Background: an optimization exercise with open tools, aiming at a short achievable clock period and few clock cycles. Do not read the settings as production practice.
At most, simulation tests tie the RTL to the original design; equivalence was not proved.
Power and IR drop assume default switching activity.

==> flow/design.v (excerpt) <==
module lc2k_core (
    input  wire        clk,
    input  wire        rst,           
    output wire [15:0] imem_addr,
    input  wire [31:0] imem_rdata,
    output wire [15:0] dmem_addr,
    input  wire [31:0] dmem_rdata,
    output wire        dmem_we,
    output wire [31:0] dmem_wdata,
    output wire        halted
);
Settings: LEC_CHECK=0, ABC_CLOCK_PERIOD_IN_PS=2500, CAP_MARGIN=20, CORE_MARGIN=2, CORE_UTILIZATION=30, PLACE_DENSITY=0.5, SETUP_SLACK_MARGIN=3.5, SLEW_MARGIN=20, TNS_END_PERCENT=100; clock period 6.0 ns.
run.sh (not shown) runs the stock make flow with config.mk's settings and CLKGATE_MAP_FILE= SYNTH_SCRIPT=/design/flow/synth_recipe.tcl, a recipe that flattens the netlist after the stock synthesis.
Testbench counts at the start, summed over its fixed seeds: cycles 41,101.
Change:
--- a/flow/design.v
+++ b/flow/design.v
@@ -6,14 +6,14 @@
     output wire [15:0] dmem_addr,
     input  wire [31:0] dmem_rdata,
     output wire        dmem_we,
     output wire [31:0] dmem_wdata,
     output wire        halted
 );
-    localparam integer NT = 8;        
-    localparam integer NB = 3;        
+    localparam integer NT = 9;        
+    localparam integer NB = 4;        
     reg [31:0] regs [0:7];
     reg [15:0] pc;
     reg [15:0] last_pc;               
     reg        last_seq;              
     reg        last_ext;              
     reg [NT-1:0] last_hit;
Outcome: Die area grows by 3.2%. Area after synthesis grows by 3.3%. Combinational power hardly moves. Global-route usage grows by 0.35 points. Worst hold slack loses 7.9 ps. Design area grows by 2.6%. Critical path depth stays the same. Routed wire length grows by 4.0%. Sequential share of layout area grows by 0.93 points. Sequential cell count grows by 74. Clock skew shrinks by 43 ps.
Testbench counts after the change, summed over its fixed seeds: cycles 40,820.


== before ==
Another version of the RTL of lc2k_core (not shown whole).
For scale: roughly 3,500 cells after synthesis, roughly 130 I/O pins, roughly 44,000 µm² of cells after synthesis.
make LEC_CHECK=0 ABC_CLOCK_PERIOD_IN_PS=2500 CAP_MARGIN=20 CORE_MARGIN=2 CORE_UTILIZATION=40 PLACE_DENSITY=0.6 SETUP_SLACK_MARGIN=3.5 SLEW_MARGIN=20 TNS_END_PERCENT=100 finish   # period 6.0 ns
Inputs modified between before and after:
==> flow/design.v <==
module lc2k_core (
    input  wire        clk,
    input  wire        rst,           
    output wire [15:0] imem_addr,
    input  wire [31:0] imem_rdata,
    output wire [15:0] dmem_addr,
    input  wire [31:0] dmem_rdata,
    output wire        dmem_we,
    output wire [31:0] dmem_wdata,
    output wire        halted
);
    localparam integer NT = 8;        
    reg [31:0] regs [0:7];
    reg [15:0] pc;
    reg [15:0] last_pc;               
    reg        last_seq;              
    reg [NT-1:0] t_v;
    reg [15:0]   t_tag [0:NT-1];      
    reg [15:0]   t_tgt [0:NT-1];      
    reg [2:0]    t_ptr;
    reg        d_valid;
    reg [31:0] d_instr;
    reg [15:0] d_pc1;
    reg        e_add, e_nor, e_lw, e_sw, e_beq, e_halt, e_wr;
    reg [2:0]  e_rd;
    reg [31:0] e_a, e_b, e_sd;
    reg        e_fa, e_fb, e_fsa, e_fsl;
    reg [15:0] e_target;
    reg        m_lw, m_sw, m_wr;
    reg [2:0]  m_rd;
    reg [31:0] m_alu, m_sd;
    reg        halt_r;
    assign halted = halt_r;
    assign imem_addr = pc;
    wire [15:0] pc1 = pc + 16'd1;
    wire        f_beq_same = (imem_rdata[31:22] == 10'b0000000100) &&
                             (imem_rdata[21:19] == imem_rdata[18:16]);
    wire [15:0] f_target   = pc1 + imem_rdata[15:0];
    reg        t_hit;
    reg [15:0] t_hit_tgt;
    integer j;
    always @(*) begin
        t_hit = 1'b0;
        t_hit_tgt = 16'd0;
        for (j = 0; j < NT; j = j + 1)
            if (t_v[j] && t_tag[j] == pc) begin
                t_hit = 1'b1;
                t_hit_tgt = t_hit_tgt | t_tgt[j];
            end
    end
    wire       d_ok  = d_valid && (d_instr[31:25] == 7'd0);
    wire [2:0] d_opc = d_instr[24:22];
    wire       d_add = d_ok && d_opc == 3'd0;
    wire       d_nor = d_ok && d_opc == 3'd1;
    wire       d_lw  = d_ok && d_opc == 3'd2;
    wire       d_sw  = d_ok && d_opc == 3'd3;
    wire       d_beq = d_ok && d_opc == 3'd4;
    wire       d_hlt = d_ok && d_opc == 3'd6;
    wire [2:0] d_ra  = d_instr[21:19];
    wire [2:0] d_rb  = d_instr[18:16];
    wire [2:0] d_rd  = d_lw ? d_rb : d_instr[2:0];
    wire       d_wr  = d_add || d_nor || d_lw;
    wire       d_usea = d_add || d_nor || d_beq || d_lw || d_sw;
    wire       d_useb = d_add || d_nor || d_beq;
    wire [31:0] d_off = {{16{d_instr[15]}}, d_instr[15:0]};
    wire       e_wr_alu = e_add || e_nor;
    wire stall = e_lw && ((d_usea && e_rd == d_ra) || (d_useb && e_rd == d_rb));
    wire [31:0] m_res = m_lw ? dmem_rdata : m_alu;
    wire [31:0] d_va  = (m_wr && m_rd == d_ra) ? m_res : regs[d_ra];
    wire [31:0] d_vb  = (m_wr && m_rd == d_rb) ? m_res : regs[d_rb];
    wire [31:0] opa   = e_fa ? m_alu : e_a;
    wire [31:0] opb   = e_fb ? m_alu : e_b;
    wire [31:0] e_res = e_nor ? ~(opa | opb) : opa + opb;
    wire        e_taken = e_beq && (opa == opb);
    wire [31:0] e_sdata = e_fsl ? dmem_rdata : (e_fsa ? m_alu : e_sd);
    assign dmem_addr  = m_alu[15:0];
    assign dmem_wdata = m_sd;
    assign dmem_we    = m_sw;
    integer i;
    always @(posedge clk) begin
        if (rst) begin
            for (i = 0; i < 8; i = i + 1)
                regs[i] <= 32'd0;
            pc       <= 16'd0;
            last_seq <= 1'b0;
            t_v      <= {NT{1'b0}};
            t_ptr    <= 3'd0;
            d_valid  <= 1'b0;
            e_add <= 1'b0; e_nor <= 1'b0; e_lw <= 1'b0; e_sw <= 1'b0;
            e_beq <= 1'b0; e_halt <= 1'b0; e_wr <= 1'b0;
            m_lw <= 1'b0; m_sw <= 1'b0; m_wr <= 1'b0;
            halt_r   <= 1'b0;
        end else if (!halt_r) begin
            if (m_wr)
                regs[m_rd] <= m_res;
            m_lw  <= e_lw;
            m_sw  <= e_sw;
            m_wr  <= e_wr;
            m_rd  <= e_rd;
            m_alu <= e_res;
            m_sd  <= e_sdata;
            halt_r <= e_halt;
            e_a      <= d_va;
            e_b      <= (d_lw || d_sw) ? d_off : d_vb;
            e_sd     <= d_vb;
            e_rd     <= d_rd;
            e_target <= d_pc1 + d_instr[15:0];
            e_fa     <= e_wr_alu && e_rd == d_ra;
            e_fb     <= d_useb && e_wr_alu && e_rd == d_rb;
            e_fsa    <= e_wr_alu && e_rd == d_rb;
            e_fsl    <= e_lw && e_rd == d_rb;
            if (e_taken || stall) begin
                e_add <= 1'b0; e_nor <= 1'b0; e_lw <= 1'b0; e_sw <= 1'b0;
                e_beq <= 1'b0; e_halt <= 1'b0; e_wr <= 1'b0;
            end else begin
                e_add <= d_add; e_nor <= d_nor; e_lw <= d_lw; e_sw <= d_sw;
                e_beq <= d_beq; e_halt <= d_hlt; e_wr <= d_wr;
            end
            if (e_taken) begin
                d_valid  <= 1'b0;
                pc       <= e_target;
                last_seq <= 1'b0;
            end else if (!stall) begin
                d_valid <= !f_beq_same;
                d_instr <= imem_rdata;
                d_pc1   <= pc1;
                last_pc <= pc;
                if (t_hit) begin
                    pc       <= t_hit_tgt;
                    last_seq <= 1'b0;
                end else if (f_beq_same) begin
                    pc       <= f_target;
                    last_seq <= 1'b0;
                    if (last_seq) begin
                        t_v[t_ptr]   <= 1'b1;
                        t_tag[t_ptr] <= last_pc;
                        t_tgt[t_ptr] <= f_target;
                        t_ptr        <= (t_ptr == NT - 1) ? 3'd0 : t_ptr + 3'd1;
                    end
                end else begin
                    pc       <= pc1;
                    last_seq <= 1'b1;
                end
            end
        end
    end
endmodule
==> run notes <==
Reported for after and before, setup total negative slack turned out identical to the last digit.
Start point of the critical path = pc[3]$_SDFFE_PP0P_: before; start point of the critical path = e_fb$_DFFE_PP_: after
Final-stage net count for after: 16% down relative to before
Relative to before, global-route usage has decreased by 1.9 points in after.
From before to after the numbers moved as follows: setup slack of the critical path after layout fell 130 ps, synthesized cell count fell 15%.
Against before, first-pass GRT wire length in after came out better.
On die area: after sits below before.
Fraction of registers with async set/reset came out exactly the same in after and before.
Looking only at final critical path time including I/O delays and setup, and setting everything else aside, the higher value of after and before goes to after.
Row proportion of power drawn by combinational gates: after lower / before higher
No run of this note included a check of the RTL's function; only the layout flow was run.

## what the ideal ports hide
Ports are ideal in the flow. The routed layouts listed here were re-timed in OpenROAD.
Step 1 sets driving cells, clkbuf_16 on the clock port and buf_2 on the other inputs (assumed; they add their load-dependent delay and slew).
Step 2, shift: input delay + t, output delay - t, t = (earliest + latest rising clock arrival at the registers) / 2. This alone moves slack from input paths to output paths.
Three values: ideal, step 1, step 2; two values: the first two.
run | shift t [ns] | setup slack, ns | hold slack, ns | worst slew at a driven data input, ns
the first run of note 1 | 0.909 | 2.852 / 2.852 / 2.019 | 0.340 / 0.340 / 0.340 | 0.21
the second run of note 1 | 0.944 | 2.779 / 2.779 / 1.960 | 0.332 / 0.332 / 0.332 | 0.16
before | 0.753 | 2.486 / 2.486 / 1.948 | 0.472 / 0.472 / 0.472 | 0.04
after | 0.737 | 2.356 / 2.356 / 1.733 | 0.457 / 0.457 / 0.457 | 0.11
After both steps every run listed still meets setup and hold. For the first run of note 1, which loses most, drivers alone change the setup slack by 0.000 ns; drivers and shift together by -0.833 ns.
